Background: an optimization exercise with open tools, aiming at small area. Do not read the settings as production practice.
In this exercise RTL edits were held to simulation tests only and were not proved equivalent to the original.
Power figures rest on the tool's default switching activity, not on a simulated workload.

**flow/design.v**
```verilog
module weird64 (
    input  wire        clk,
    input  wire        rst,
    input  wire        bus_valid,
    input  wire        bus_write,
    input  wire [7:0]  bus_addr,
    input  wire [2:0]  bus_size,
    input  wire [31:0] bus_wdata,
    output reg  [31:0] bus_rdata,
    output wire        bus_err,
    output wire        irq
);
    localparam [1:0] C_ILL = 2'd0, C_ENC = 2'd1, C_DEC = 2'd2, C_CFG = 2'd3;
    function [4:0] dcode;
        input [3:0] d;
        begin
            case (d)
                4'd0: dcode = 5'h00; 4'd1: dcode = 5'h1D; 4'd2: dcode = 5'h1E;
                4'd3: dcode = 5'h1F; 4'd4: dcode = 5'h1C; 4'd5: dcode = 5'h15;
                4'd6: dcode = 5'h1B; 4'd7: dcode = 5'h0F; 4'd8: dcode = 5'h0C;
                default: dcode = 5'h09;
            endcase
        end
    endfunction
    function [7:0] casc;
        input [4:0] x;
        begin
            case (x)
                5'h00: casc = "0"; 5'h1D: casc = "1"; 5'h1E: casc = "2";
                5'h1F: casc = "3"; 5'h1C: casc = "4"; 5'h15: casc = "5";
                5'h1B: casc = "6"; 5'h0F: casc = "7"; 5'h0C: casc = "8";
                5'h09: casc = "9";
                default: casc = {3'b010, x};
            endcase
        end
    endfunction
    function [4:0] ccode;
        input [4:0] i;
        begin
            if (i < 5'd10)      ccode = dcode(i[3:0]);
            else if (i < 5'd18) ccode = i - 5'd9;     
            else if (i < 5'd20) ccode = i - 5'd8;     
            else if (i < 5'd22) ccode = i - 5'd7;     
            else if (i < 5'd27) ccode = i - 5'd6;     
            else                ccode = i - 5'd5;     
        end
    endfunction
    function [4:0] cidx;
        input [4:0] x;
        begin
            case (x)
                5'h00: cidx = 5'd0; 5'h1D: cidx = 5'd1; 5'h1E: cidx = 5'd2;
                5'h1F: cidx = 5'd3; 5'h1C: cidx = 5'd4; 5'h15: cidx = 5'd5;
                5'h1B: cidx = 5'd6; 5'h0F: cidx = 5'd7; 5'h0C: cidx = 5'd8;
                5'h09: cidx = 5'd9;
                default: begin
                    if (x < 5'h09)      cidx = x + 5'd9;    
                    else if (x < 5'h0D) cidx = x + 5'd8;    
                    else if (x < 5'h10) cidx = x + 5'd7;    
                    else if (x < 5'h16) cidx = x + 5'd6;    
                    else                cidx = x + 5'd5;    
                end
            endcase
        end
    endfunction
    reg         busy, done, drop, done_ie;
    reg  [2:0]  ei_code;
    reg  [4:0]  ei_pos;
    reg  [7:0]  ei_byte;
    reg  [31:0] val_lo, val_hi, res_lo, res_hi, in_len, salt_len;
    reg         res_z;           
    reg  [3:0]  out_len;
    reg  [127:0] in_text;        
    reg  [127:0] salt;
    reg  [255:0] perm;
    reg  [64:0] out_sym;         
    reg          cfg_def;        
    reg  [159:0] ap;             
    reg  [64:0]  as_;            
    reg  [3:0]   as_len;         
    reg  [1:0]  cmd;
    reg         ph;
    reg  [4:0]  cnt;
    reg  [3:0]  kidx;
    reg  [4:0]  r;               
    reg  [64:0] work;
    integer i;
    wire errf = ~busy & (ei_code != 3'd0);
    wire bad_access = (bus_size != 3'd4) || (bus_addr[1:0] != 2'b00);
    assign bus_err  = bus_valid & bad_access;
    wire wr = bus_valid & bus_write & ~bad_access;
    assign irq = done & done_ie;
    wire [3:0] sel_w;
    genvar g;
    generate
        for (g = 0; g < 4; g = g + 1) begin : g_selw
            assign sel_w[g] = bus_addr[3:2] == g;
        end
    endgenerate
    wire [31:0] ot_word;
    wire [3:0]  ot_en;
    generate
        for (g = 0; g < 4; g = g + 1) begin : g_lane
            localparam NS = (g == 0) ? 4 : 3;
            wire [4:0] sx;
            genvar b;
            for (b = 0; b < 5; b = b + 1) begin : g_b
                wire [NS-1:0] d;
                genvar k;
                for (k = 0; k < NS; k = k + 1) begin : g_k
                    assign d[k] = out_sym[64 - 5*(4*k + g) - 4 + b];
                end
                w64_ao #(.N(NS)) u_ao (.sel(sel_w[NS-1:0]), .d(d), .y(sx[b]));
            end
            assign ot_word[8*g +: 8] = casc(sx);
            assign ot_en[g] = ({bus_addr[3:2], 2'b00} + g) < out_len;
        end
    endgenerate
    wire ok = ~bad_access;
    wire [5:0] wa = bus_addr[7:2];
    localparam NR = 23;
    wire [NR-1:0] rsel;
    wire [32*NR-1:0] rdat;
    assign rsel[0] = ok & (wa == 6'h05);  assign rdat[0*32 +: 32] = val_lo;
    assign rsel[1] = ok & (wa == 6'h06);  assign rdat[1*32 +: 32] = val_hi;
    assign rsel[2] = ok & ~res_z & (wa == 6'h07);  assign rdat[2*32 +: 32] = res_lo;
    assign rsel[3] = ok & ~res_z & (wa == 6'h08);  assign rdat[3*32 +: 32] = res_hi;
    assign rsel[4] = ok & (wa == 6'h09);  assign rdat[4*32 +: 32] = in_len;
    assign rsel[5] = ok & (wa == 6'h0B);  assign rdat[5*32 +: 32] = salt_len;
    generate
        for (g = 0; g < 4; g = g + 1) begin : g_r4
            assign rsel[6+g]  = ok & (wa == 6'h0C + g);
            assign rdat[(6+g)*32 +: 32]  = in_text[32*g +: 32];
            assign rsel[10+g] = ok & (wa == 6'h14 + g);
            assign rdat[(10+g)*32 +: 32] = salt[32*g +: 32];
        end
        for (g = 0; g < 8; g = g + 1) begin : g_r8
            assign rsel[14+g] = ok & (wa == 6'h18 + g);
            assign rdat[(14+g)*32 +: 32] = perm[32*g +: 32];
        end
    endgenerate
    wire s_ot = ok & (wa[5:2] == 4'h4);
    assign rsel[22] = 1'b0;
    assign rdat[22*32 +: 32] = ot_word;
    wire [31:0] ao_rd;
    generate
        for (g = 0; g < 32; g = g + 1) begin : g_rd
            wire [NR-1:0] d;
            wire [NR-1:0] sl;
            genvar k;
            for (k = 0; k < NR; k = k + 1) begin : g_k
                assign d[k] = rdat[32*k + g];
            end
            assign sl = {s_ot & ot_en[g/8], rsel[NR-2:0]};
            w64_ao #(.N(NR)) u_ao (.sel(sl), .d(d), .y(ao_rd[g]));
        end
    endgenerate
    reg [31:0] small_rd;
    always @(*) begin
        small_rd = 32'h0;
        if (ok) begin
            case (wa)
                6'h00: small_rd = 32'h5745_0007;
                6'h02: small_rd = {28'h0, drop, errf, done, busy};
                6'h03: small_rd = {31'h0, done_ie};
                6'h04: small_rd = {8'h0, ei_byte, 3'h0, ei_pos, 5'h0, ei_code};
                6'h0A: small_rd = {28'h0, out_len};
                default: small_rd = 32'h0;
            endcase
        end
    end
    always @(*) bus_rdata = ao_rd | small_rd;
    wire is_data_reg = (bus_addr == 8'h14) || (bus_addr == 8'h18) ||
                       (bus_addr == 8'h24) || (bus_addr == 8'h2C) ||
                       (bus_addr[7:4] == 4'h3) || (bus_addr[7:4] == 4'h5) ||
                       (bus_addr[7:5] == 3'b011);
    wire wr_ctrl   = wr && (bus_addr == 8'h04);
    wire wr_data   = wr && is_data_reg;
    wire wr_stage  = wr_data && !busy;
    wire accept    = wr_ctrl && !busy && (bus_wdata != 32'h0);
    wire [12:0] sel_k;
    wire [4:0]  key_a;
    generate
        for (g = 0; g < 13; g = g + 1) begin : g_key
            assign sel_k[g] = kidx == g;
        end
        for (g = 0; g < 5; g = g + 1) begin : g_keyb
            wire [12:0] d;
            genvar k;
            for (k = 0; k < 13; k = k + 1) begin : g_k
                assign d[k] = as_[5*k + g];
            end
            w64_ao #(.N(13)) u_ao (.sel(sel_k), .d(d), .y(key_a[g]));
        end
    endgenerate
    wire [4:0] key = cfg_def ? 5'd0 : key_a;
    wire [3:0] kidx_next = (kidx + 4'd1 == as_len) ? 4'd0 : kidx + 4'd1;
    wire [4:0] pidx = ph ? ~cnt : cnt;
    wire        cfg = cmd == C_CFG;
    wire [15:0] sel_c;           
    wire [44:0] sel_b;           
    wire [7:0]  eb;
    generate
        for (g = 0; g < 16; g = g + 1) begin : g_selc
            assign sel_c[g] = cnt[3:0] == g;
        end
        for (g = 0; g < 32; g = g + 1) begin : g_selp
            assign sel_b[g] = cfg & (pidx == g);
        end
        for (g = 0; g < 13; g = g + 1) begin : g_selt
            assign sel_b[32+g] = ~cfg & sel_c[g];
        end
        for (g = 0; g < 8; g = g + 1) begin : g_eb
            wire [44:0] d;
            genvar k;
            for (k = 0; k < 32; k = k + 1) begin : g_kp
                assign d[k] = perm[8*k + g];
            end
            for (k = 0; k < 13; k = k + 1) begin : g_kt
                assign d[32+k] = in_text[8*k + g];
            end
            w64_ao #(.N(45)) u_ao (.sel(sel_b), .d(d), .y(eb[g]));
        end
    endgenerate
    wire [7:0] ub = (eb >= 8'h61 && eb <= 8'h7A) ? eb - 8'h20 : eb;
    reg        b_canon, b_alike, b_check;
    reg  [4:0] b_k;
    always @(*) begin
        b_canon = 1'b0; b_alike = 1'b0; b_check = 1'b0;
        b_k = ub[4:0];
        if (ub >= 8'h30 && ub <= 8'h39) begin
            b_canon = 1'b1; b_k = dcode(ub[3:0]);
        end else if (ub >= 8'h41 && ub <= 8'h5A) begin
            if (ub == 8'h4F) begin b_alike = 1'b1; b_k = dcode(4'd0); end
            else if (ub == 8'h49 || ub == 8'h4C) begin b_alike = 1'b1; b_k = dcode(4'd1); end
            else if (ub == 8'h55) b_check = 1'b1;
            else b_canon = 1'b1;
        end else if (eb == 8'h24 || eb == 8'h2A || eb == 8'h3D || eb == 8'h7E) begin
            b_check = 1'b1;
        end
    end
    wire [4:0] tap [0:7];
    generate
        for (g = 0; g < 8; g = g + 1) begin : g_tap
            assign tap[g] = ap[20*g +: 5];
        end
    endgenerate
    reg [2:0] inv_t;
    reg       inv_hit;
    integer c;
    always @(*) begin
        inv_t = 3'd0; inv_hit = 1'b0;
        for (c = 0; c < 8; c = c + 1)
            if (tap[c] == b_k) begin
                inv_t = inv_t | c[2:0];
                inv_hit = 1'b1;
            end
    end
    wire [4:0] inv    = cfg_def ? cidx(b_k) : {inv_t, 2'b00} - r[4:0];
    wire       i_hit  = cfg_def | inv_hit;
    wire [31:0] seen_set;        
    generate
        for (g = 0; g < 32; g = g + 1) begin : g_ss
            assign seen_set[g] = b_k == g;
        end
    endgenerate
    wire seen;
    w64_ao #(.N(32)) u_seen (.sel(seen_set), .d(work[31:0]), .y(seen));
    wire [63:0] v = {val_hi, val_lo};
    wire [64:0] vx = {1'b0, v};
    wire [4:0]  dig;
    generate
        for (g = 0; g < 5; g = g + 1) begin : g_dig
            wire [12:0] d;
            genvar k;
            for (k = 0; k < 13; k = k + 1) begin : g_k
                assign d[k] = vx[5*k + g];
            end
            w64_ao #(.N(13)) u_ao (.sel(sel_c[12:0]), .d(d), .y(dig[g]));
        end
    endgenerate
    wire [4:0]  e_idx = dig ^ key;
    wire [4:0]  e_pos = e_idx + r[4:0];
    wire [7:0]  sel_e;
    wire [4:0]  e_tap;
    generate
        for (g = 0; g < 8; g = g + 1) begin : g_sele
            assign sel_e[g] = e_pos[4:2] == g;
        end
        for (g = 0; g < 5; g = g + 1) begin : g_etap
            wire [7:0] d;
            genvar k;
            for (k = 0; k < 8; k = k + 1) begin : g_k
                assign d[k] = tap[k][g];
            end
            w64_ao #(.N(8)) u_ao (.sel(sel_e), .d(d), .y(e_tap[g]));
        end
    endgenerate
    wire [4:0]  e_sym = cfg_def ? ccode(e_idx) : e_tap;
    wire        e_hit = cfg_def | (e_pos[1:0] == 2'b00);
    wire [4:0]  w_in = (cmd == C_ENC) ? e_sym : (inv ^ key);
    wire [64:0] w_sh = {work[59:0], w_in};
    reg        cmpl, c_fail;
    reg [2:0]  c_code;
    reg [4:0]  c_pos;
    reg [7:0]  c_byte;
    reg        do_shift, do_seen, do_load;
    always @(*) begin
        cmpl = 1'b0; c_fail = 1'b0;
        c_code = 3'd0; c_pos = 5'd0; c_byte = 8'h0;
        do_shift = 1'b0; do_seen = 1'b0; do_load = 1'b0;
        if (busy) begin
            case (cmd)
                C_ILL: begin
                    cmpl = 1'b1; c_fail = 1'b1; c_code = 3'd7;
                end
                C_ENC: begin
                    if (ph && (cnt[4] || e_hit)) begin
                        do_shift = 1'b1;
                        if (work[60]) cmpl = 1'b1;
                    end
                end
                C_DEC: begin
                    if (in_len == 32'h0) begin
                        cmpl = 1'b1; c_fail = 1'b1; c_code = 3'd1;
                    end else if (in_len[31:4] != 28'h0 || in_len[3:0] > 4'd13) begin
                        cmpl = 1'b1; c_fail = 1'b1; c_code = 3'd2;
                    end else if (b_check) begin
                        cmpl = 1'b1; c_fail = 1'b1; c_code = 3'd4;
                        c_pos = cnt; c_byte = eb;
                    end else if (!b_canon && !b_alike) begin
                        cmpl = 1'b1; c_fail = 1'b1; c_code = 3'd3;
                        c_pos = cnt; c_byte = eb;
                    end else if (i_hit) begin
                        do_shift = 1'b1;
                        if (cnt[3:0] + 4'd1 == in_len[3:0]) cmpl = 1'b1;
                    end
                end
                C_CFG: begin
                    if ((!ph || cnt == 5'd0) && (!b_canon || seen)) begin
                        cmpl = 1'b1; c_fail = 1'b1; c_code = 3'd5;
                        c_pos = pidx; c_byte = eb;
                    end else if (!ph) begin
                        do_seen = 1'b1;
                    end else if (cnt == 5'd0 && salt_len == 32'h0) begin
                        cmpl = 1'b1; c_fail = 1'b1; c_code = 3'd6;
                    end else begin
                        do_load = 1'b1;
                        if (cnt == 5'd31) cmpl = 1'b1;
                    end
                end
            endcase
        end
    end
    wire [31:0] wd0 = rst ? 32'h0 : bus_wdata;
    wire [31:0] wd1 = rst ? 32'h1 : bus_wdata;
    localparam [255:0] PERM_RST = {32'h5A59_5857, 32'h5654_5352, 32'h5150_4E4D, 32'h4B4A_4847,
                                   32'h4645_4443, 32'h4241_3938, 32'h3736_3534, 32'h3332_3130};
    wire a_vlo  = bus_addr == 8'h14;
    wire a_vhi  = bus_addr == 8'h18;
    wire a_ilen = bus_addr == 8'h24;
    wire a_slen = bus_addr == 8'h2C;
    always @(posedge clk) if (rst | (wr_stage & a_vlo))  val_lo   <= wd0;
    always @(posedge clk) if (rst | (wr_stage & a_vhi))  val_hi   <= wd0;
    always @(posedge clk) if (rst | (wr_stage & a_ilen)) in_len   <= wd0;
    always @(posedge clk) if (rst | (wr_stage & a_slen)) salt_len <= wd1;
    generate
        for (g = 0; g < 4; g = g + 1) begin : g_w4
            always @(posedge clk)
                if (rst | (wr_stage & bus_addr[7:4] == 4'h3 & bus_addr[3:2] == g))
                    in_text[32*g +: 32] <= wd0;
            always @(posedge clk)
                if (rst | (wr_stage & bus_addr[7:4] == 4'h5 & bus_addr[3:2] == g))
                    salt[32*g +: 32] <= wd0;
        end
        for (g = 0; g < 8; g = g + 1) begin : g_w8
            always @(posedge clk)
                if (rst | (wr_stage & bus_addr[7:5] == 3'b011 & bus_addr[4:2] == g))
                    perm[32*g +: 32] <= rst ? PERM_RST[32*g +: 32] : bus_wdata;
        end
    endgenerate
    always @(posedge clk) begin
        if (rst) begin
            busy <= 1'b0; done <= 1'b0; drop <= 1'b0; done_ie <= 1'b0;
        end else begin
            if (wr && bus_addr == 8'h0C) done_ie <= bus_wdata[0];
            if (wr && bus_addr == 8'h08) begin
                if (bus_wdata[1]) done <= 1'b0;
                if (bus_wdata[3]) drop <= 1'b0;
            end
            if ((wr_ctrl || wr_data) && busy) drop <= 1'b1;
            if (accept) begin
                busy <= 1'b1;
                done <= 1'b0;
            end
            if (cmpl) begin
                busy <= 1'b0;
                done <= 1'b1;
            end
        end
    end
    always @(posedge clk)
        if (rst | cmpl) begin
            ei_code <= rst ? 3'h0 : c_code;
            ei_pos  <= rst ? 5'h0 : c_pos;
            ei_byte <= rst ? 8'h0 : c_byte;
        end
    wire res_we = cmpl & (cmd == C_DEC);
    always @(posedge clk) if (rst | res_we) res_z <= rst | c_fail;
    always @(posedge clk)
        if (res_we) begin
            res_lo <= w_sh[31:0];
            res_hi <= w_sh[63:32];
        end
    wire enc_done = cmpl & (cmd == C_ENC);
    always @(posedge clk) if (rst | enc_done) out_len <= rst ? 4'h0 : cnt[3:0] - 4'd3;
    always @(posedge clk) if (enc_done) out_sym <= w_sh;
    wire cfg_done = do_load & cmpl;
    always @(posedge clk) if (rst | cfg_done) cfg_def <= rst;
    always @(posedge clk) ap <= {ap[154:0], do_load ? b_k : ap[159:155]};
    always @(posedge clk) r <= cfg_done ? 5'd0 : r + 5'd1;
    reg [64:0] salt5;
    always @(*) for (i = 0; i < 13; i = i + 1) salt5[5*i +: 5] = salt[8*i +: 5];
    always @(posedge clk)
        if (cfg_done) begin
            as_    <= salt5;
            as_len <= (salt_len > 32'd13) ? 4'd13 : salt_len[3:0];
        end
    always @(posedge clk) begin
        if (accept) begin
            cmd  <= (bus_wdata[31:2] == 30'h0) ? bus_wdata[1:0] : C_ILL;
            ph   <= 1'b0;
            cnt  <= (bus_wdata == 32'h1) ? 5'd12 : 5'd0;
        end else if (busy) begin
            if (cmd == C_ENC) begin
                if (!ph) begin
                    if (dig != 5'd0 || cnt[3:0] == 4'd0) ph <= 1'b1;
                    else cnt <= cnt - 5'd1;
                end else if (do_shift) begin
                    cnt <= cnt - 5'd1;
                end
            end else if (cmd == C_DEC) begin
                if (do_shift) cnt <= cnt + 5'd1;
            end else if (do_seen) begin
                if (cnt == 5'd30) begin ph <= 1'b1; cnt <= 5'd0; end
                else cnt <= cnt + 5'd1;
            end else begin
                cnt <= cnt + 5'd1;
            end
        end
    end
    always @(posedge clk)
        if (accept | do_shift) kidx <= accept ? 4'd0 : kidx_next;
    generate
        for (g = 0; g < 65; g = g + 1) begin : g_work
            wire en = accept | do_shift | ((g < 32) ? (do_seen & seen_set[g % 32]) : 1'b0);
            wire dn = accept ? ((g == 0) ? (bus_wdata == 32'h1) : 1'b0) : (do_shift ? w_sh[g] : 1'b1);
            always @(posedge clk) if (en) work[g] <= dn;
        end
    endgenerate
endmodule
module w64_ao #(parameter N = 3) (
    input  wire [N-1:0] sel,
    input  wire [N-1:0] d,
    output wire         y
);
    localparam G = (N + 2) / 3;         
    localparam H = (G + 3) / 4;         
    wire [G-1:0] lo;
    wire [H-1:0] hi;
    genvar i;
    generate
        for (i = 0; i < G; i = i + 1) begin : g_lo
            if (3*i + 2 < N) begin : g3
                w64_aoi222 u (.a1(sel[3*i]), .a2(d[3*i]), .b1(sel[3*i+1]), .b2(d[3*i+1]),
                              .c1(sel[3*i+2]), .c2(d[3*i+2]), .y(lo[i]));
            end else if (3*i + 1 < N) begin : g2
                w64_aoi222 u (.a1(sel[3*i]), .a2(d[3*i]), .b1(sel[3*i+1]), .b2(d[3*i+1]),
                              .c1(sel[3*i]), .c2(d[3*i]), .y(lo[i]));
            end else begin : g1
                w64_nand2 u (.a(sel[3*i]), .b(d[3*i]), .y(lo[i]));
            end
        end
        for (i = 0; i < H; i = i + 1) begin : g_hi
            if (4*i + 3 < G) begin : g4
                w64_nand4 u (.a(lo[4*i]), .b(lo[4*i+1]), .c(lo[4*i+2]), .d(lo[4*i+3]), .y(hi[i]));
            end else if (4*i + 2 < G) begin : g3
                w64_nand3 u (.a(lo[4*i]), .b(lo[4*i+1]), .c(lo[4*i+2]), .y(hi[i]));
            end else if (4*i + 1 < G) begin : g2
                w64_nand2 u (.a(lo[4*i]), .b(lo[4*i+1]), .y(hi[i]));
            end else begin : g1
                w64_inv u (.a(lo[4*i]), .y(hi[i]));
            end
        end
        if (H == 1) begin : g_y1
            assign y = hi[0];
        end else if (H == 2) begin : g_y2
            w64_or2 u (.a(hi[0]), .b(hi[1]), .y(y));
        end else if (H == 3) begin : g_y3
            w64_or3 u (.a(hi[0]), .b(hi[1]), .c(hi[2]), .y(y));
        end else begin : g_y4
            w64_or4 u (.a(hi[0]), .b(hi[1]), .c(hi[2]), .d(hi[3]), .y(y));
        end
    endgenerate
endmodule
module w64_aoi222 (input wire a1, a2, b1, b2, c1, c2, output wire y);
    assign y = ~((a1 & a2) | (b1 & b2) | (c1 & c2));
endmodule
module w64_nand4 (input wire a, b, c, d, output wire y);
    assign y = ~(a & b & c & d);
endmodule
module w64_nand3 (input wire a, b, c, output wire y);
    assign y = ~(a & b & c);
endmodule
module w64_nand2 (input wire a, b, output wire y);
    assign y = ~(a & b);
endmodule
module w64_inv (input wire a, output wire y);
    assign y = ~a;
endmodule
module w64_or2 (input wire a, b, output wire y);
    assign y = a | b;
endmodule
module w64_or3 (input wire a, b, c, output wire y);
    assign y = a | b | c;
endmodule
module w64_or4 (input wire a, b, c, d, output wire y);
    assign y = a | b | c | d;
endmodule
```
**flow/run.sh**
```bash
#!/bin/bash
# synth_recipe.tcl (not shown) runs the flow's synth.tcl, then flattens the netlist and writes it again
# the make line also repeats each setting of config.mk as NAME=value (left out here)
make -C /OpenROAD-flow-scripts/flow DESIGN_CONFIG=/design/flow/config.mk WORK_HOME=/design/flow/orfs CLKGATE_MAP_FILE= SYNTH_SCRIPT=/design/flow/synth_recipe.tcl finish
```
**flow/constraint.sdc**
```tcl
create_clock -name core_clock -period 15.0 [get_ports {clk}]
set_input_delay 3.0000 -clock core_clock [delete_from_list [all_inputs] [get_ports {clk}]]
set_output_delay 3.0000 -clock core_clock [all_outputs]
set_load 0.01 [all_outputs]
```
**flow/config.mk**
```make
export PLATFORM = sky130hd
export DESIGN_NAME = weird64
export DESIGN_NICKNAME = weird64
export VERILOG_FILES = /design/flow/design.v
export SDC_FILE = /design/flow/constraint.sdc
export NUM_CORES = 4
export LEC_CHECK = 0
export CAP_MARGIN = 20
export CORE_MARGIN = 2
export CORE_UTILIZATION = 50
export CTS_BUF_LIST = sky130_fd_sc_hd__clkbuf_16
export CTS_CLUSTER_DIAMETER = 60
export CTS_CLUSTER_SIZE = 24
export SLEW_MARGIN = 20
export SYNTH_HIERARCHICAL = 1
```
==> results of run 1 <==
## Yosys cell counts (all sizes together) (7+ instances only)
master	instances	area, um2
a211oi	11	82.6
a21o	25	188
a21oi	72	364
a222oi	462	4620
a22o	9	78.8
a22oi	9	86.3
a31oi	27	184
and2	50	313
and3	23	144
buf	27	164
clkbuf	80	300
dfxtp	170	3400
edfxtp	932	28000
ha	48	601
inv	83	312
nand2	153	577
nand2b	19	119
nand3	39	200
nand4	117	732
nor2	173	654
nor2b	83	519
nor3	39	195
nor4	35	219
o211ai	7	52.6
o21a	65	488
o21ai	76	380
o21bai	8	60.1
o22ai	19	119
o311ai	34	298
o31ai	11	96.3
or2	79	494
or3	11	68.8
or4	14	109
xnor2	48	420
xor2	12	105
## critical path, delay by kind of cell
family,cells,cell delay [ps]
AOI/OAI and AO/OA,3,1100
adders and majority gates,1,380
buffers and inverters,4,1800
and+or+nand+nor,7,2280
## area by class of cell
class | instances | share of cell area
antenna | 11 | 0.000529
clock buffer | 89 | 0.0428
clock inverter | 68 | 0.0186
inverter | 87 | 0.00627
multi-input combinational | 1880 | 0.266
sequential | 1102 | 0.603
tap | 1176 | 0.0283
timing repair buffer | 212 | 0.0342
## through the flow
stage               utilization  total power [W]  setup WS, ps  hold slack [ps]
floorplan                     -          0.00379          5020              310
global placement          0.539          0.00401          3770              310
detailed placement        0.540          0.00401          3650              312
CTS                       0.576          0.00654          3630              322
global route              0.576          0.00669          3240              321
finish                    0.577          0.00656          3420              319
## flip-flops by register name (all words and copies together) (netlist names), 2 cells and up
signal / count
out_sym: 65
as_len: 4
out_len: 4
cnt: 5
salt_len: 32
val_lo: 32
cmd: 2
ei_byte: 8
salt: 128
as_: 65
perm: 256
r: 5
res_hi: 32
in_len: 32
val_hi: 32
ap: 160
kidx: 4
ei_pos: 5
w_sh: 60
in_text: 128
ei_code: 3
res_lo: 32
## modules after synthesis (local to each module, per instance), a selection
module	times used	area, um2	flops+latches
w64_aoi222	462	10.0	0
w64_nand3	14	5.00	0
w64_nand2	20	3.75	0
w64_or2	42	6.26	0
w64_inv	25	3.75	0
w64_or3	1	6.26	0
w64_nand4	100	6.26	0
w64_or4	8	7.51	0
weird64	1	39800	1102
## report_power, final
| group | total (W) | internal (W) | switching, W |
|---|---|---|---|
| Clock | 0.00258 | 0.00126 | 0.00132 |
| Combinational | 0.000376 | 0.0000980 | 0.000278 |
| Sequential | 0.00360 | 0.00348 | 0.000129 |
## cell usage in the layout, fill, tap and decap left out, types with 38 or more instances in the layout
cell             Yosys  final
o21a_1              65     65
ha_1                48     48
and2_1              50     50
a21oi_1             71     70
clkdlybuf4s50_1      0     79
buf_4               11    125
or2_1               42     42
clkbuf_16            0     89
o21ai_0             76     66
nand2_1            152    152
dfxtp_1            170    170
nor2b_1             83     65
nand3_1             38     38
edfxtp_1           932    932
nor2_1             171    146
nand4_1            117    117
inv_1               81     84
a222oi_1           462    462
xnor2_1             48     48
## cell families after synthesis
logic type / share of synthesized area
flops: 0.687
compound gates: 0.169
simple gates: 0.0985
buf+inv: 0.0173
xor+xnor: 0.0115
fa+ha+maj: 0.0142
mux: 0.00205
other cells: 0.0000821
## worst max path at each step
stage / startpoint / end / slack [ps] / cells past startpoint
floorplan: cnt[0] / res_hi[0] / 5020 / 30
global route: bus_addr[2] / bus_rdata[4] / 3240 / 15
finish: bus_addr[2] / bus_rdata[4] / 3420 / 15
CTS: bus_addr[2] / bus_rdata[4] / 3630 / 15
global placement: bus_addr[2] / bus_rdata[4] / 3770 / 15
detailed placement: bus_addr[2] / bus_rdata[4] / 3650 / 15
## routing by layer
layer	share of wire	up-vias	track usage
li1	-	13900	-
met1	0.35	17700	0.565
met2	0.40	3687	0.593
met3	0.18	704	0.195
met4	0.068	16	0.208
met5	0.0014	-	0.0109
==> impl_metrics.json, run 1 <==
{
  "worstSetupEndpointType": "output pin",
  "coreArea_um2": 90300,
  "grt_overflow": 0,
  "synth-seq-cells": 1102,
  "hold_viol": 0,
  "max_slew.worst_pin.slew_ps": 1390,
  "drv_cap": 0,
  "placedCellCount": 4452,
  "dieArea_um2": 93800,
  "fin_crit_sh": 0.772,
  "nets": 3465,
  "hp-start": "ap[37]",
  "finalCriticalPeriod_ps": 11580,
  "outcome": "timing/DRC/antenna clean",
  "grt.total_usage": 0.427,
  "die_w_um": 306,
  "r2r_slack_ps": 4520,
  "postPlaceCellArea_um2": 48800,
  "min_path_cells": 0,
  "syn_area_per_cell_um2": 14.4,
  "post_cts.repair.setup_buffers": 0,
  "rsz0062_at_grt": "no",
  "layout-drive-gt1-share": 0.121,
  "critPathMaxFanout": 22,
  "reg2regPathDepth": 25,
  "seq_area_um2": 31400,
  "cp-start-kind": "primary input",
  "slowest_stage": "nand2_1",
  "drv_slew": 0,
  "holdBufCountCts": 0,
  "fp-row-count": 110,
  "synth.distinct_cells": 90,
  "r2r-end": "as_[55]",
  "path_cells": "clkdlybuf4s50_1 -> inv_1 -> nand2_1 -> inv_1 -> a222oi_1 -> nand2_1 -> and2_1 -> maj3_1 -> nand2_1 -> o21ai_0 -> or2_2 -> a222oi_1 -> nand4_1 -> or2_1 -> clkdlybuf4s50_1",
  "grt_start_max_net_pins": 96,
  "vias": 36000,
  "fp.dieH_um": 306,
  "syn_to_final_growth_pct": 14.0,
  "drc": 0,
  "path_class": "in -> out",
  "hpwl_mm": 150,
  "fmax_ghz": 0.0863,
  "clock_latency_ps": 710,
  "crit_arrival_ps": 8580,
  "hold_end": "ap[42]",
  "multi_input_area_um2": 13900,
  "start_util": 0.506,
  "finalNonFillerCells": 4625,
  "cts_tree": "done",
  "powerDensity_nw_per_um2": 126,
  "synth_edf_count": 932,
  "grt_pass1_vias": 32300,
  "synthArstFlopShare": 0,
  "cts-resized-gates": 0,
  "drtAntennaViolNets": 0,
  "ir_drop_uv": 137,
  "io_buffers": 80,
  "synth_seq_area_share": 0.687,
  "final.setup.tns_ps": 0,
  "dr.pass1.iters": 14,
  "viasPerCell": 7.79,
  "grt_antenna_before_repair": 18,
  "first_iter_violations": 10300,
  "relSlewSlack": 0.0699,
  "wirelength_mm": 204,
  "final-setup-viol-count": 0,
  "fill_cells": 7107,
  "cts_buffer_depth": 3,
  "cts_root_buffer": "clkbuf_16",
  "stdcell_area_um2": 52100,
  "syn_inst": 3172,
  "cpMostUsedCell": "nand2_1",
  "critPathMaxStageDelay_ps": 730,
  "htree_num_levels": 3,
  "skew_ps": 38.6,
  "pin_count": 81,
  "netlist_area_um2": 45700,
  "synth_ff_type": "edfxtp_1",
  "gp_congestion": 1.08,
  "critical_path_required_ps": 12000,
  "grt_pass1_wl_mm": 273,
  "timing.rr.start": "cnt[0]",
  "cts_num_sinks": 1102,
  "wl_per_cell_um": 44.2,
  "hp-class": "reg -> reg",
  "clkTransAtPathRegs_ps": 90,
  "cts_buffers": 86,
  "yosys_warnings": 7,
  "p_leak_nw": 17.7
}
==> run 2, diff against run 1 <==
--- a/flow/config.mk
+++ b/flow/config.mk
@@ -8,8 +8,8 @@
 export CAP_MARGIN = 20
 export CORE_MARGIN = 2
 export CORE_UTILIZATION = 50
-export CTS_BUF_LIST = sky130_fd_sc_hd__clkbuf_16
-export CTS_CLUSTER_DIAMETER = 60
-export CTS_CLUSTER_SIZE = 24
+export CTS_BUF_LIST = sky130_fd_sc_hd__clkbuf_8
+export CTS_CLUSTER_DIAMETER = 50
+export CTS_CLUSTER_SIZE = 14
 export SLEW_MARGIN = 20
 export SYNTH_HIERARCHICAL = 1
==> impl_metrics.json, run 2 <==
{
  "outcome": "timing/DRC/antenna clean",
  "synth.distinct_cells": 90,
  "yosysMostFrequentCell": "edfxtp_1",
  "largest_reg_flops": 256,
  "grt_antenna_before_repair": 18,
  "critPathMaxStageDelay_ps": 720,
  "hpwl_mm": 150,
  "synth.largest_area_cell": "edfxtp_1",
  "synthArstFlopShare": 0,
  "slowest_stage": "nand2_1",
  "hold_end": "ap[150]",
  "cts_buffer_depth": 3,
  "crit_arrival_ps": 8550,
  "clkTransAtPathRegs_ps": 80,
  "start_util": 0.506,
  "dr.pass1.iters": 17,
  "most-common-layout-cells": "932 x edfxtp_1, 462 x a222oi_1, 170 x dfxtp_1",
  "synth_common_cells": "932 x edfxtp_1, 462 x a222oi_1, 171 x nor2_1, 170 x dfxtp_1, 152 x nand2_1",
  "fp.dieH_um": 306,
  "nets": 3495,
  "syn_area_per_cell_um2": 14.4,
  "critical_path_required_ps": 12000,
  "synthTopCellsByArea": "edfxtp_1 61%, a222oi_1 10%, dfxtp_1 7.5%",
  "r2r_slack_ps": 4390,
  "drtAntennaViolNets": 0,
  "cts-resized-gates": 0,
  "cts_tree": "done",
  "holdBufCountCts": 0,
  "regMostFlops": "perm",
  "netlist_area_um2": 45700,
  "synth_edf_count": 932,
  "path_class": "in -> out",
  "path_cells": "clkdlybuf4s50_1 -> inv_1 -> nand2_1 -> inv_1 -> a222oi_1 -> nand2_1 -> and2_1 -> maj3_1 -> nand2_1 -> o21ai_0 -> or2_2 -> a222oi_1 -> nand4_1 -> or2_1 -> clkdlybuf4s50_1",
  "fp-row-count": 110,
  "skew_ps": 67.1,
  "drv_slew": 0,
  "relSlewSlack": 0.0843,
  "io_buffers": 80,
  "final_common_cell": "edfxtp_1",
  "post-route-util": 0.569,
  "hp-class": "reg -> reg",
  "final.setup.tns_ps": 0,
  "syn_inst": 3172,
  "viasPerCell": 7.73,
  "coreArea_um2": 90300,
  "max_slew.worst_pin.slew_ps": 1370,
  "cp-start-kind": "primary input",
  "ir_drop_uv": 85.4,
  "layout-drive-gt1-share": 0.128,
  "finalCriticalPeriod_ps": 11550,
  "htree_num_levels": 3,
  "first_iter_violations": 10300,
  "grt_overflow": 0,
  "grt_pass1_vias": 32700,
  "critPathMaxFanout": 22,
  "synth_ff_type": "edfxtp_1",
  "timing.rr.start": "cnt[0]",
  "grt.total_usage": 0.428,
  "vias": 36200,
  "cpMostUsedCell": "nand2_1",
  "pin_count": 81,
  "final-setup-viol-count": 0,
  "dieArea_um2": 93800,
  "fmax_ghz": 0.0866,
  "rsz0062_at_grt": "no",
  "min_path_cells": 0,
  "yosys_warnings": 7,
  "path_buf_inv": 4,
  "critical-path-top-delay-family": "simple AND/OR/NAND/NOR gates",
  "clock_latency_ps": 850,
  "wl_per_cell_um": 43.6,
  "hold_viol": 0,
  "r2r-end": "as_[47]",
  "gp_congestion": 1.08,
  "worstSetupEndpointType": "output pin",
  "cts_buffers": 117,
  "synth-seq-cells": 1102,
  "reg2regPathDepth": 28,
  "powerDensity_nw_per_um2": 119,
  "grt_pass1_wl_mm": 274,
  "hp-start": "ap[145]",
  "synth_seq_area_share": 0.687,
  "syn_to_final_growth_pct": 12.5,
  "die_w_um": 306,
  "post_cts.repair.setup_buffers": 0,
  "fin_crit_sh": 0.770,
  "top_regs": "perm x256, ap x160",
  "cts_root_buffer": "clkbuf_8",
  "grt_start_max_net_pins": 96,
  "cts_num_sinks": 1102,
  "wirelength_mm": 204,
  "p_leak_nw": 17.4,
  "yosys.area.top_type_share": 0.613,
  "drv_cap": 0,
  "drc": 0
}
## run 2: cells by family after synthesis
family | share of synthesized area
xor+xnor | 0.0115
mux | 0.00205
fa+ha+maj | 0.0142
other cells | 0.0000821
flops | 0.687
simple gates | 0.0985
buf+inv | 0.0173
compound gates | 0.169
## run 2: worst reg2reg max path: cells and delay by family (launching register included)
kind | cells | cell delay, ps
fa+ha+maj | 1 | 250
simple gates | 12 | 4900
compound gates | 8 | 2420
flops | 1 | 670
buf+inv | 7 | 1820
## run 2: cell type report
type	instances	area (um2)
Antenna cell	20	50.0
Clock buffer	117	1610
Clock inverter	85	898
Fill cell	7221	38900
Inverter	87	327
Multi-Input combinational cell	1880	13900
Sequential cell	1102	31400
Tap cell	1176	1470
Timing Repair Buffer	211	1770
## run 2: how the worst max path moves through the flow
stage,from,to,cells past startpoint
floorplan,cnt[0],res_hi[0],30
global placement,bus_addr[2],bus_rdata[4],15
detailed placement,bus_addr[2],bus_rdata[4],15
CTS,bus_addr[2],bus_rdata[4],15
global route,bus_addr[2],bus_rdata[4],15
finish,bus_addr[2],bus_rdata[4],15
## run 2: routing by layer
metal	track usage	routed length [um]	part of all wire	vias up
met5	0.0109	409	0.0020	-
met4	0.234	15100	0.074	18
met2	0.583	80700	0.40	3665
met1	0.565	71900	0.35	17800
met3	0.196	35800	0.18	754
li1	-	-	-	14000
## run 2: through the flow
stage	power [W]	instance area [um2]	setup WS, ps	std cells	hold slack (ps)
floorplan	0.00379	45700	5020	3176	310
global placement	0.00401	48700	3770	4443	310
detailed placement	0.00401	48800	3650	4452	312
CTS	0.00610	51300	3630	4654	306
global route	0.00626	51300	3250	4660	303
finish	0.00613	51400	3450	4678	298
## run 2: Yosys stat by module (local to each module, per instance), excerpt
module,cells inside,area (um2),flops+latches,copies in the design
w64_nand2,1,3.75,0,20
w64_or4,1,7.51,0,8
w64_or3,1,6.26,0,1
w64_inv,1,3.75,0,25
w64_nand4,1,6.26,0,100
w64_aoi222,1,10.0,0,462
w64_nand3,1,5.00,0,14
weird64,2500,39800,1102,1
w64_or2,1,6.26,0,42
## run 2: where the power goes
| group | internal, W | switching, W | total, W | leakage, nW |
|---|---|---|---|---|
| clock network | 0.000963 | 0.00119 | 0.00215 | 1.27 |
| logic | 0.0000980 | 0.000277 | 0.000375 | 5.75 |
| registers | 0.00348 | 0.000129 | 0.00360 | 10.4 |
| total | 0.00454 | 0.00159 | 0.00613 | 17.4 |
==> run 3, diff against run 2 <==
==> flow/flow/run.sh (new file) <==
#!/bin/bash
# The standard layout (standard.sh: the standard flow's synthesis, floorplan, placement,
# CTS, routing), with two changes passed to the ORFS scripts:
# - the port buffers are the smallest buffer cell (buf_1) rather than the one
#   buffer_ports picks by default;
# - CTS inserts no dummy loads and uses clkbuf_8 buffers.
# The whole make output goes to flow_make.log in this folder; each ORFS step
# also keeps its own log under orfs/logs/.
set -euo pipefail
export BUFFER_PORTS_ARGS="-buffer_cell sky130_fd_sc_hd__buf_1"
export CTS_ARGS="-sink_clustering_enable -repair_clock_nets -dont_use_dummy_load -buf_list sky130_fd_sc_hd__clkbuf_8 -sink_clustering_size 14 -sink_clustering_max_diameter 50"
bash standard.sh > flow_make.log 2>&1
==> flow/standard.sh (new file) <==
#!/bin/bash
# synth_recipe.tcl (not shown) runs the flow's synth.tcl, then flattens the netlist and writes it again
# the make line also repeats each setting of config.mk as NAME=value (left out here)
make -C /OpenROAD-flow-scripts/flow DESIGN_CONFIG=/design/flow/config.mk WORK_HOME=/design/flow/orfs CLKGATE_MAP_FILE= SYNTH_SCRIPT=/design/flow/synth_recipe.tcl "${@:-finish}"
--- a/flow/config.mk
+++ b/flow/config.mk
@@ -8,8 +8,5 @@
 export CAP_MARGIN = 20
 export CORE_MARGIN = 2
 export CORE_UTILIZATION = 50
-export CTS_BUF_LIST = sky130_fd_sc_hd__clkbuf_8
-export CTS_CLUSTER_DIAMETER = 50
-export CTS_CLUSTER_SIZE = 14
 export SLEW_MARGIN = 20
 export SYNTH_HIERARCHICAL = 1
removed: flow/run.sh
==> impl_metrics.json, run 3 <==
{
  "outcome": "timing/DRC/antenna clean",
  "power_frac_clock": 0.297,
  "clock_latency_ps": 840,
  "max_slew.worst_pin.slew_ps": 1340,
  "path_class": "in -> out",
  "clkTransAtPathRegs_ps": 80,
  "holdBufCountCts": 0,
  "power.net_switching_w": 0.00140,
  "dr.pass1.iters": 19,
  "grt_pass1_vias": 32500,
  "critPathMaxStageDelay_ps": 1110,
  "cts-resized-gates": 0,
  "worstSetupEndpointType": "output pin",
  "grt_start_max_net_pins": 96,
  "postPlaceCellArea_um2": 48300,
  "final-setup-viol-count": 0,
  "rsz0062_at_grt": "no",
  "cts_buffers": 117,
  "syn_inst": 3172,
  "drtAntennaViolNets": 0,
  "synth_seq_area_share": 0.687,
  "start_util": 0.506,
  "p_int_w": 0.00425,
  "hp-class": "reg -> reg",
  "pin_count": 81,
  "cts_tree": "done",
  "cts_num_sinks": 1102,
  "skew_ps": 93.0,
  "fmax_ghz": 0.0845,
  "critPathMaxFanout": 22,
  "r2r_slack_ps": 4440,
  "drv_cap": 0,
  "fill_cells": 7400,
  "top_regs": "perm x256, ap x160",
  "yosysMostFrequentCell": "edfxtp_1",
  "syn_area_per_cell_um2": 14.4,
  "hold_viol": 0,
  "power.share.switching": 0.248,
  "cp-start-kind": "primary input",
  "grt_overflow": 0,
  "most-common-layout-cells": "932 x edfxtp_1, 462 x a222oi_1, 170 x dfxtp_1",
  "io_buffers": 80,
  "vias": 35700,
  "viasPerCell": 7.77,
  "min_path_cells": 0,
  "synth_ff_type": "edfxtp_1",
  "htree_num_levels": 3,
  "synth.distinct_cells": 90,
  "grt_antenna_before_repair": 11,
  "layout-drive-gt1-share": 0.113,
  "final_common_cell": "edfxtp_1",
  "synthArstFlopShare": 0,
  "critical-path-top-delay-family": "compound AO/OA/AOI/OAI gates",
  "stdcell_area_um2": 50000,
  "hp-start": "ap[112]",
  "path_buf_inv": 4,
  "pwr-share-comb": 0.066,
  "yosys_warnings": 7,
  "largest_reg_flops": 256,
  "synth.largest_area_cell": "edfxtp_1",
  "netlist_area_um2": 45700,
  "gp_congestion": 1.11,
  "reg2regPathDepth": 23,
  "crit_arrival_ps": 8840,
  "hold_end": "ap[117]",
  "first_iter_violations": 9716,
  "synth_edf_count": 932,
  "powerDensity_nw_per_um2": 113,
  "grt.total_usage": 0.421,
  "power_frac_seq": 0.638,
  "syn_to_final_growth_pct": 9.60,
  "hpwl_mm": 148,
  "wl_per_cell_um": 43.8,
  "regMostFlops": "perm",
  "fp.dieH_um": 306,
  "nets": 3504,
  "fin_crit_sh": 0.789,
  "fp-row-count": 110,
  "coreArea_um2": 90300,
  "drc": 0,
  "grt_pass1_wl_mm": 270,
  "cp-startpoint": "bus_addr[3]",
  "critical_path_required_ps": 12000,
  "ir_drop_uv": 87.8,
  "r2r-end": "as_[17]",
  "relSlewSlack": 0.106,
  "synthTopCellsByArea": "edfxtp_1 61%, a222oi_1 10%, dfxtp_1 7.5%",
  "drv_slew": 0,
  "timing.rr.start": "ph",
  "yosys.area.top_type_share": 0.613,
  "die_w_um": 306,
  "cts_root_buffer": "clkbuf_8",
  "slowest_stage": "a222oi_1",
  "synth-seq-cells": 1102,
  "synth_common_cells": "932 x edfxtp_1, 462 x a222oi_1, 171 x nor2_1, 170 x dfxtp_1, 152 x nand2_1",
  "final.setup.tns_ps": 0,
  "post_cts.repair.setup_buffers": 0,
  "path_cells": "buf_1 -> or2_2 -> inv_1 -> a222oi_1 -> inv_1 -> maj3_1 -> nand2_1 -> o21ai_0 -> or2_2 -> a222oi_1 -> nand4_1 -> or2_1 -> a21o_1 -> buf_1",
  "cts_buffer_depth": 3,
  "p_leak_nw": 16.9,
  "finalCriticalPeriod_ps": 11840,
  "dieArea_um2": 93800,
  "wirelength_mm": 201
}
==> run 3: cell types whose count changed in the layout (fill, tap and decap cells not counted), moves of 11 or more <==
cell	before	now
inv_1	92	81
clkinvlp_4	16	0
buf_1	0	79
bufinv_16	11	0
inv_6	16	0
clkdlybuf4s50_1	79	0
==> run 3: metrics by stage <==
step / setup slack [ps] / util / instances / power, W / hold slack (ps)
floorplan: 5020 / - / 3176 / 0.00379 / 310
global placement: 3460 / 0.535 / 4456 / 0.00401 / 311
detailed placement: 3440 / 0.535 / 4458 / 0.00401 / 312
CTS: 3410 / 0.553 / 4575 / 0.00563 / 310
global route: 3290 / 0.554 / 4586 / 0.00578 / 310
finish: 3160 / 0.554 / 4597 / 0.00566 / 303
==> run 3: worst register-to-register path: stages, from the launching register on <==
cell	delay, ps
dfxtp_1	480
clkinv_1	340
a21oi_1	690
nor2_1	130
buf_4	220
a222oi_1	960
nand4_1	340
or4_1	660
or4_1	630
or3_1	470
a22oi_4	300
a31oi_4	210
nor2_2	600
inv_2	300
nand2_1	460
nor2_1	120
a222oi_1	450
nand4_1	130
or3_1	440
inv_1	110
a2bb2oi_1	140
nand4b_1	730
nor2_4	430
buf_4	760
==> run 3: how the worst max path moves through the flow <==
stage                          endpoint  slack (ps)  cells after the start
after floorplan               res_hi[0]        5020                     30
after global placement    bus_rdata[12]        3460                     15
after detailed placement  bus_rdata[12]        3440                     15
after CTS                 bus_rdata[12]        3410                     15
after global routing      bus_rdata[12]        3290                     15
final                     bus_rdata[12]        3160                     14
==> run 3: cells by family (layout without fill, tap and decap cells) <==
family          count (synthesis)  count (layout)  share of synthesized area
compound gates                902             902                      0.169
xor+xnor                       60              60                     0.0115
fa+ha+maj                      52              52                     0.0142
buf+inv                       194             424                     0.0173
flops                        1102            1102                      0.687
mux                             9               9                    0.00205
other cells                     1              20                  0.0000821
simple gates                  852             852                     0.0985
==> run 3: cell type report <==
| cell class | instances | area, um2 | share of cell area |
|---|---|---|---|
| diodes | 15 | 37.5 | 0.000750 |
| clock buffers | 117 | 1610 | 0.0322 |
| inverters | 87 | 327 | 0.00652 |
| multi-input cells | 1880 | 13900 | 0.277 |
| flip-flops and latches | 1102 | 31400 | 0.627 |
| well taps | 1176 | 1470 | 0.0294 |
| repair buffers | 220 | 1350 | 0.0270 |
==> run 3: metal layers <==
metal  track usage  part of all wire  vias to the layer above
met3         0.185              0.17                      710
met4         0.219             0.070                       14
met2         0.594              0.41                     3491
met1         0.546              0.35                    17600
li1              -                 -                    13900
met5        0.0160            0.0012                        -
==> run 3: power groups by stage <==
| stage | logic (W) | clock network [W] | registers (W) |
|---|---|---|---|
| after global routing | 0.000382 | 0.00179 | 0.00361 |
| after detailed placement | 0.000354 | 0 | 0.00366 |
| after global placement | 0.000349 | 0 | 0.00366 |
| final | 0.000372 | 0.00168 | 0.00361 |
| after CTS | 0.000355 | 0.00168 | 0.00359 |
| after floorplan | 0.000194 | 0 | 0.00359 |
==> run 3: Yosys stat by module (local to each module, per instance), a selection <==
module | cells inside | area (um2) | copies in the design | flops+latches
w64_nand2 | 1 | 3.75 | 20 | 0
w64_nand3 | 1 | 5.00 | 14 | 0
w64_or2 | 1 | 6.26 | 42 | 0
weird64 | 2500 | 39800 | 1 | 1102
w64_nand4 | 1 | 6.26 | 100 | 0
w64_aoi222 | 1 | 10.0 | 462 | 0
w64_or4 | 1 | 7.51 | 8 | 0
w64_inv | 1 | 3.75 | 25 | 0
w64_or3 | 1 | 6.26 | 1 | 0
==> run 4, diff against run 3 <==
--- a/flow/design.v
+++ b/flow/design.v
@@ -37,32 +37,94 @@
     function [4:0] ccode;
         input [4:0] i;
         begin
-            if (i < 5'd10)      ccode = dcode(i[3:0]);
-            else if (i < 5'd18) ccode = i - 5'd9;     
-            else if (i < 5'd20) ccode = i - 5'd8;     
-            else if (i < 5'd22) ccode = i - 5'd7;     
-            else if (i < 5'd27) ccode = i - 5'd6;     
-            else                ccode = i - 5'd5;     
+            case (i)
+                5'd0: ccode = 5'h00;   
+                5'd1: ccode = 5'h1D;   
+                5'd2: ccode = 5'h1E;   
+                5'd3: ccode = 5'h1F;   
+                5'd4: ccode = 5'h1C;   
+                5'd5: ccode = 5'h15;   
+                5'd6: ccode = 5'h1B;   
+                5'd7: ccode = 5'h0F;   
+                5'd8: ccode = 5'h0C;   
+                5'd9: ccode = 5'h09;   
+                5'd10: ccode = 5'h01;   
+                5'd11: ccode = 5'h02;   
+                5'd12: ccode = 5'h03;   
+                5'd13: ccode = 5'h04;   
+                5'd14: ccode = 5'h05;   
+                5'd15: ccode = 5'h06;   
+                5'd16: ccode = 5'h07;   
+                5'd17: ccode = 5'h08;   
+                5'd18: ccode = 5'h0A;   
+                5'd19: ccode = 5'h0B;   
+                5'd20: ccode = 5'h0D;   
+                5'd21: ccode = 5'h0E;   
+                5'd22: ccode = 5'h10;   
+                5'd23: ccode = 5'h11;   
+                5'd24: ccode = 5'h12;   
+                5'd25: ccode = 5'h13;   
+                5'd26: ccode = 5'h14;   
+                5'd27: ccode = 5'h16;   
+                5'd28: ccode = 5'h17;   
+                5'd29: ccode = 5'h18;   
+                5'd30: ccode = 5'h19;   
+                5'd31: ccode = 5'h1A;   
+                default: ccode = 5'h00;
+            endcase
         end
     endfunction
     function [4:0] cidx;
         input [4:0] x;
         begin
             case (x)
-                5'h00: cidx = 5'd0; 5'h1D: cidx = 5'd1; 5'h1E: cidx = 5'd2;
-                5'h1F: cidx = 5'd3; 5'h1C: cidx = 5'd4; 5'h15: cidx = 5'd5;
-                5'h1B: cidx = 5'd6; 5'h0F: cidx = 5'd7; 5'h0C: cidx = 5'd8;
-                5'h09: cidx = 5'd9;
-                default: begin
-                    if (x < 5'h09)      cidx = x + 5'd9;    
-                    else if (x < 5'h0D) cidx = x + 5'd8;    
-                    else if (x < 5'h10) cidx = x + 5'd7;    
-                    else if (x < 5'h16) cidx = x + 5'd6;    
-                    else                cidx = x + 5'd5;    
-                end
+                5'h00: cidx = 5'd0;   
+                5'h01: cidx = 5'd10;   
+                5'h02: cidx = 5'd11;   
+                5'h03: cidx = 5'd12;   
+                5'h04: cidx = 5'd13;   
+                5'h05: cidx = 5'd14;   
+                5'h06: cidx = 5'd15;   
+                5'h07: cidx = 5'd16;   
+                5'h08: cidx = 5'd17;   
+                5'h09: cidx = 5'd9;   
+                5'h0A: cidx = 5'd18;   
+                5'h0B: cidx = 5'd19;   
+                5'h0C: cidx = 5'd8;   
+                5'h0D: cidx = 5'd20;   
+                5'h0E: cidx = 5'd21;   
+                5'h0F: cidx = 5'd7;   
+                5'h10: cidx = 5'd22;   
+                5'h11: cidx = 5'd23;   
+                5'h12: cidx = 5'd24;   
+                5'h13: cidx = 5'd25;   
+                5'h14: cidx = 5'd26;   
+                5'h15: cidx = 5'd5;   
+                5'h16: cidx = 5'd27;   
+                5'h17: cidx = 5'd28;   
+                5'h18: cidx = 5'd29;   
+                5'h19: cidx = 5'd30;   
+                5'h1A: cidx = 5'd31;   
+                5'h1B: cidx = 5'd6;   
+                5'h1C: cidx = 5'd4;   
+                5'h1D: cidx = 5'd1;   
+                5'h1E: cidx = 5'd2;   
+                5'h1F: cidx = 5'd3;   
+                default: cidx = 5'd0;
             endcase
         end
     endfunction
+    function in1_26;
+        input [4:0] x;
+        in1_26 = (x != 5'h00) && !(x[4] && x[3] && (x[2] || (x[1] && x[0])));
+    endfunction
+    function lt4;
+        input [3:0] a, b;
+        lt4 = (!a[3] && b[3]) ||
+              (a[3] == b[3] && ((!a[2] && b[2]) ||
+              (a[2] == b[2] && ((!a[1] && b[1]) ||
+              (a[1] == b[1] && !a[0] && b[0])))));
+    endfunction
     reg         busy, done, drop, done_ie;
     reg  [2:0]  ei_code;
     reg  [4:0]  ei_pos;
@@ -113,7 +175,8 @@
                 w64_ao #(.N(NS)) u_ao (.sel(sel_w[NS-1:0]), .d(d), .y(sx[b]));
             end
             assign ot_word[8*g +: 8] = casc(sx);
-            assign ot_en[g] = ({bus_addr[3:2], 2'b00} + g) < out_len;
+            localparam [1:0] GL = g;
+            assign ot_en[g] = lt4({bus_addr[3:2], GL}, out_len);
         end
     endgenerate
     wire ok = ~bad_access;
@@ -194,8 +257,10 @@
         end
     endgenerate
     wire [4:0] key = cfg_def ? 5'd0 : key_a;
-    wire [3:0] kidx_next = (kidx + 4'd1 == as_len) ? 4'd0 : kidx + 4'd1;
+    wire [3:0] kidx_inc  = kidx + 4'd1;
+    wire [3:0] kidx_next = (kidx_inc == as_len) ? 4'd0 : kidx_inc;
     wire [4:0] pidx = ph ? ~cnt : cnt;
+    wire [4:0] cnt_inc = cnt + 5'd1;
     wire        cfg = cmd == C_CFG;
     wire [15:0] sel_c;           
     wire [44:0] sel_b;           
@@ -222,15 +287,16 @@
             w64_ao #(.N(45)) u_ao (.sel(sel_b), .d(d), .y(eb[g]));
         end
     endgenerate
-    wire [7:0] ub = (eb >= 8'h61 && eb <= 8'h7A) ? eb - 8'h20 : eb;
+    wire       lower = (eb[7:5] == 3'b011) && in1_26(eb[4:0]);
+    wire [7:0] ub = {eb[7:6], eb[5] & ~lower, eb[4:0]};
     reg        b_canon, b_alike, b_check;
     reg  [4:0] b_k;
     always @(*) begin
         b_canon = 1'b0; b_alike = 1'b0; b_check = 1'b0;
         b_k = ub[4:0];
-        if (ub >= 8'h30 && ub <= 8'h39) begin
+        if (ub[7:4] == 4'h3 && (!ub[3] || ub[2:1] == 2'b00)) begin
             b_canon = 1'b1; b_k = dcode(ub[3:0]);
-        end else if (ub >= 8'h41 && ub <= 8'h5A) begin
+        end else if (ub[7:5] == 3'b010 && in1_26(ub[4:0])) begin
             if (ub == 8'h4F) begin b_alike = 1'b1; b_k = dcode(4'd0); end
             else if (ub == 8'h49 || ub == 8'h4C) begin b_alike = 1'b1; b_k = dcode(4'd1); end
             else if (ub == 8'h55) b_check = 1'b1;
@@ -274,12 +340,23 @@
             wire [12:0] d;
             genvar k;
             for (k = 0; k < 13; k = k + 1) begin : g_k
-                assign d[k] = vx[5*k + g];
+                assign d[k] = vx[5*(12 - k) + g];
             end
             w64_ao #(.N(13)) u_ao (.sel(sel_c[12:0]), .d(d), .y(dig[g]));
         end
     endgenerate
     wire [4:0]  e_idx = dig ^ key;
+    wire        enc_fin = cnt[4] | (cnt[3] & cnt[2] & (cnt[1] | cnt[0]));
+    reg  [3:0]  enc_n;
+    always @(*) begin
+        case (cnt)
+            5'd12: enc_n = 4'd13; 5'd13: enc_n = 4'd12; 5'd14: enc_n = 4'd11;
+            5'd15: enc_n = 4'd10; 5'd16: enc_n = 4'd9;  5'd17: enc_n = 4'd8;
+            5'd18: enc_n = 4'd7;  5'd19: enc_n = 4'd6;  5'd20: enc_n = 4'd5;
+            5'd21: enc_n = 4'd4;  5'd22: enc_n = 4'd3;  5'd23: enc_n = 4'd2;
+            default: enc_n = 4'd1;
+        endcase
+    end
     wire [4:0]  e_pos = e_idx + r[4:0];
     wire [7:0]  sel_e;
     wire [4:0]  e_tap;
@@ -315,7 +392,7 @@
                     cmpl = 1'b1; c_fail = 1'b1; c_code = 3'd7;
                 end
                 C_ENC: begin
-                    if (ph && (cnt[4] || e_hit)) begin
+                    if (ph && (enc_fin || e_hit)) begin
                         do_shift = 1'b1;
                         if (work[60]) cmpl = 1'b1;
                     end
@@ -323,7 +400,7 @@
                 C_DEC: begin
                     if (in_len == 32'h0) begin
                         cmpl = 1'b1; c_fail = 1'b1; c_code = 3'd1;
-                    end else if (in_len[31:4] != 28'h0 || in_len[3:0] > 4'd13) begin
+                    end else if (in_len[31:4] != 28'h0 || (&in_len[3:1])) begin
                         cmpl = 1'b1; c_fail = 1'b1; c_code = 3'd2;
                     end else if (b_check) begin
                         cmpl = 1'b1; c_fail = 1'b1; c_code = 3'd4;
@@ -333,7 +410,7 @@
                         c_pos = cnt; c_byte = eb;
                     end else if (i_hit) begin
                         do_shift = 1'b1;
-                        if (cnt[3:0] + 4'd1 == in_len[3:0]) cmpl = 1'b1;
+                        if (cnt_inc[3:0] == in_len[3:0]) cmpl = 1'b1;
                     end
                 end
                 C_CFG: begin
@@ -413,7 +490,7 @@
             res_hi <= w_sh[63:32];
         end
     wire enc_done = cmpl & (cmd == C_ENC);
-    always @(posedge clk) if (rst | enc_done) out_len <= rst ? 4'h0 : cnt[3:0] - 4'd3;
+    always @(posedge clk) if (rst | enc_done) out_len <= rst ? 4'h0 : enc_n;
     always @(posedge clk) if (enc_done) out_sym <= w_sh;
     wire cfg_done = do_load & cmpl;
     always @(posedge clk) if (rst | cfg_done) cfg_def <= rst;
@@ -424,28 +501,28 @@
     always @(posedge clk)
         if (cfg_done) begin
             as_    <= salt5;
-            as_len <= (salt_len > 32'd13) ? 4'd13 : salt_len[3:0];
+            as_len <= (salt_len[31:4] != 28'h0 || (&salt_len[3:1])) ? 4'd13 : salt_len[3:0];
         end
     always @(posedge clk) begin
         if (accept) begin
             cmd  <= (bus_wdata[31:2] == 30'h0) ? bus_wdata[1:0] : C_ILL;
             ph   <= 1'b0;
-            cnt  <= (bus_wdata == 32'h1) ? 5'd12 : 5'd0;
+            cnt  <= 5'd0;
         end else if (busy) begin
             if (cmd == C_ENC) begin
                 if (!ph) begin
-                    if (dig != 5'd0 || cnt[3:0] == 4'd0) ph <= 1'b1;
-                    else cnt <= cnt - 5'd1;
+                    if (dig != 5'd0 || cnt[3:0] == 4'd12) ph <= 1'b1;
+                    else cnt <= cnt_inc;
                 end else if (do_shift) begin
-                    cnt <= cnt - 5'd1;
+                    cnt <= cnt_inc;
                 end
             end else if (cmd == C_DEC) begin
-                if (do_shift) cnt <= cnt + 5'd1;
+                if (do_shift) cnt <= cnt_inc;
             end else if (do_seen) begin
                 if (cnt == 5'd30) begin ph <= 1'b1; cnt <= 5'd0; end
-                else cnt <= cnt + 5'd1;
+                else cnt <= cnt_inc;
             end else begin
-                cnt <= cnt + 5'd1;
+                cnt <= cnt_inc;
             end
         end
     end
--- a/flow/flow/run.sh
+++ b/flow/flow/run.sh
@@ -8,5 +8,5 @@
 # also keeps its own log under orfs/logs/.
 set -euo pipefail
 export BUFFER_PORTS_ARGS="-buffer_cell sky130_fd_sc_hd__buf_1"
-export CTS_ARGS="-sink_clustering_enable -repair_clock_nets -dont_use_dummy_load -buf_list sky130_fd_sc_hd__clkbuf_8 -sink_clustering_size 14 -sink_clustering_max_diameter 50"
+export CTS_ARGS="-sink_clustering_enable -repair_clock_nets -dont_use_dummy_load -buf_list sky130_fd_sc_hd__clkbuf_16 -sink_clustering_size 28 -sink_clustering_max_diameter 90"
 bash standard.sh > flow_make.log 2>&1
--- a/flow/config.mk
+++ b/flow/config.mk
@@ -6,7 +6,9 @@
 export NUM_CORES = 4
 export LEC_CHECK = 0
 export CAP_MARGIN = 20
+export CELL_PAD_IN_SITES_DETAIL_PLACEMENT = 1
+export CELL_PAD_IN_SITES_GLOBAL_PLACEMENT = 1
 export CORE_MARGIN = 2
-export CORE_UTILIZATION = 50
+export CORE_UTILIZATION = 40
 export SLEW_MARGIN = 20
 export SYNTH_HIERARCHICAL = 1
==> impl_metrics.json, run 4 <==
{
  "outcome": "timing/DRC/antenna clean",
  "crit_arrival_ps": 8050,
  "drv_cap": 0,
  "cts_num_sinks": 1102,
  "power_frac_clock": 0.285,
  "most-common-layout-cells": "927 x edfxtp_1, 462 x a222oi_1, 175 x dfxtp_1",
  "p_int_w": 0.00419,
  "p_leak_nw": 16.7,
  "dr.pass1.iters": 14,
  "layout-drive-gt1-share": 0.107,
  "yosys_warnings": 7,
  "placedCellCount": 4700,
  "drc": 0,
  "synth.distinct_cells": 101,
  "timing.rr.start": "cnt[0]",
  "post_cts.repair.setup_buffers": 0,
  "post-route-util": 0.443,
  "power.share.switching": 0.248,
  "clock_latency_ps": 740,
  "max_slew.worst_pin.slew_ps": 1390,
  "gp_congestion": 1.03,
  "path_class": "in -> out",
  "synth_edf_count": 927,
  "finalNonFillerCells": 4770,
  "yosys.area.top_type_share": 0.615,
  "synthArstFlopShare": 0,
  "powerDensity_nw_per_um2": 112,
  "syn_to_final_growth_pct": 9.90,
  "netlist_area_um2": 45200,
  "cts_buffer_depth": 3,
  "regMostFlops": "perm",
  "fin_crit_sh": 0.737,
  "pin_count": 81,
  "vias": 34000,
  "skew_ps": 104,
  "place_ws_ps": 4070,
  "final-setup-viol-count": 0,
  "syn_inst": 3084,
  "synth-seq-cells": 1102,
  "dieArea_um2": 116000,
  "drv_slew": 0,
  "pwr-share-comb": 0.070,
  "io_buffers": 80,
  "hpwl_mm": 160,
  "holdBufCountCts": 0,
  "relSlewSlack": 0.0691,
  "cp-startpoint": "bus_addr[2]",
  "hold_viol": 0,
  "top_regs": "perm x256, ap x160",
  "critical_path_required_ps": 12000,
  "synthTopCellsByArea": "edfxtp_1 62%, a222oi_1 10%, dfxtp_1 7.7%",
  "first_iter_violations": 7690,
  "cp-start-kind": "primary input",
  "finalCriticalPeriod_ps": 11050,
  "final_common_cell": "edfxtp_1",
  "cts_root_buffer": "clkbuf_16",
  "die_w_um": 340,
  "r2r_slack_ps": 5340,
  "cts_tree": "done",
  "r2r-end": "as_[30]",
  "reg2regPathDepth": 24,
  "cts_buffers": 52,
  "final.setup.tns_ps": 0,
  "start_util": 0.403,
  "fp.dieH_um": 340,
  "synth_common_cells": "927 x edfxtp_1, 462 x a222oi_1, 175 x dfxtp_1, 157 x nor2_1, 118 x nand2_1",
  "largest_reg_flops": 256,
  "synth_ff_type": "edfxtp_1",
  "hp-class": "reg -> reg",
  "grt_antenna_before_repair": 27,
  "synth_seq_area_share": 0.693,
  "fill_cells": 11300,
  "syn_area_per_cell_um2": 14.7,
  "synth.largest_area_cell": "edfxtp_1",
  "grt_pass1_wl_mm": 283,
  "grt_start_max_net_pins": 70,
  "coreArea_um2": 112000,
  "fmax_ghz": 0.0905,
  "grt_overflow": 0,
  "clkTransAtPathRegs_ps": 110,
  "yosysMostFrequentCell": "edfxtp_1",
  "wirelength_mm": 211,
  "grt.total_usage": 0.356,
  "grt_pass1_vias": 32600,
  "min_path_cells": 0,
  "ir_drop_uv": 78.8,
  "power.net_switching_w": 0.00138,
  "cts-resized-gates": 0,
  "drtAntennaViolNets": 0,
  "rsz0062_at_grt": "no",
  "htree_num_levels": 2,
  "fp-row-count": 123,
  "critPathMaxFanout": 22,
  "viasPerCell": 7.13,
  "wl_per_cell_um": 44.3,
  "hold_end": "ap[151]",
  "hp-start": "ap[146]",
  "power_frac_seq": 0.645,
  "nets": 3342,
  "worstSetupEndpointType": "output pin",
  "worst_slack_ps": 3950
}
[run 4: cell types whose count changed after synthesis, sizes merged, moves of 14 or more]
cell    change
clkbuf     -15
ha         -14
o21ai      +28
nand2      -34
o311ai     -30
[run 4: metal layers]
| layer | up-vias | part of all wire | GRT usage | wire length [um] |
|---|---|---|---|---|
| li1 | 13300 | - | - | - |
| met5 | - | 0.00052 | 0 | 109 |
| met4 | 18 | 0.052 | 0.159 | 11000 |
| met3 | 387 | 0.12 | 0.0911 | 26400 |
| met1 | 17700 | 0.39 | 0.488 | 81900 |
| met2 | 2579 | 0.44 | 0.532 | 92000 |
[run 4: critical path: stages]
cell	delay [ps]
buf_1	260
inv_1	140
nand2_1	670
inv_1	620
a222oi_1	480
nand2_1	210
and2_1	230
maj3_1	390
nand2_1	80
o21ai_0	340
or2_2	530
a222oi_1	350
nand4_1	270
or2_1	330
buf_1	130
[run 4: area by class of cell]
class,count,area (um2),share of cell area
multi-input cells,1806,13500,0.272
inverters,77,289,0.00581
diodes,12,30.0,0.000604
clock buffers,52,1300,0.0262
well taps,1500,1880,0.0377
repair buffers,221,1370,0.0276
flip-flops and latches,1102,31300,0.630
[run 4: cells by family after synthesis]
family          share of synthesized area
flops                               0.693
compound gates                      0.160
simple gates                        0.102
buf+inv                            0.0178
xor+xnor                           0.0132
fa+ha+maj                          0.0107
mux                               0.00304
other cells                     0.0000829
[run 4: worst max path at each step]
stage                               to
final                     bus_rdata[4]
after global routing      bus_rdata[4]
after CTS                 bus_rdata[4]
after detailed placement  bus_rdata[4]
after global placement    bus_rdata[4]
after floorplan           bus_rdata[0]
[run 4: stage by stage]
stage	total power, W	hold slack, ps	cell area [um2]
after global placement	0.00402	310	48300
after global routing	0.00569	322	49700
after floorplan	0.00380	310	45300
after CTS	0.00556	315	49600
final	0.00557	312	49700
after detailed placement	0.00403	313	48300
[run 4: per-module statistics from Yosys (local to each module, per instance), a selection]
module,area [um2],cells,flip-flops and latches
w64_or4,7.51,1,0
weird64,39400,2412,1102
w64_or2,6.26,1,0
w64_or3,6.26,1,0
w64_nand3,5.00,1,0
w64_aoi222,10.0,1,0
w64_nand4,6.26,1,0
w64_nand2,3.75,1,0
w64_inv,3.75,1,0
[run 4: power groups by stage]
stage	registers [W]	logic [W]	clock network [W]
after detailed placement	0.00365	0.000379	0
after floorplan	0.00359	0.000208	0
after CTS	0.00358	0.000380	0.00160
final	0.00359	0.000391	0.00159
after global placement	0.00365	0.000369	0
after global routing	0.00360	0.000407	0.00169

port drivers added, routing unchanged:
The results above use ideal ports. As a check the final layouts listed here were re-extracted and re-timed, cells and wires unchanged. Step 1 sets driving cells, clkbuf_16 on the clock port and buf_2 on the other inputs (assumed; they add their load-dependent delay and slew). Step 2 adds t to the input delays and takes it off the output delays; t is the mean of the earliest and latest rising clock arrival at the registers after step 1. Input paths then give back, and output paths get back, about the clock's delay inside the block. Slacks: no drivers / after step 1 / after step 2; pairs: no drivers / after step 1.
| run | t, ns | setup WS [ns] | worst register clock-pin slew, ns | pins driven straight from the clock port |
|---|---|---|---|---|
| run 1 | 0.758 | 3.418 / 3.396 / 3.396 | 0.10 / 0.10 | 1 |
| run 2 | 0.885 | 3.453 / 3.431 / 3.431 | 0.10 / 0.10 | 1 |
| run 3 | 0.867 | 3.159 / 3.138 / 3.138 | 0.10 / 0.10 | 1 |
| run 4 | 0.764 | 3.945 / 3.922 / 3.922 | 0.12 / 0.12 | 1 |
After both steps every run listed still meets setup and hold. For run 4, which loses most, drivers alone change the setup slack by -0.023 ns; drivers and shift together by -0.023 ns.
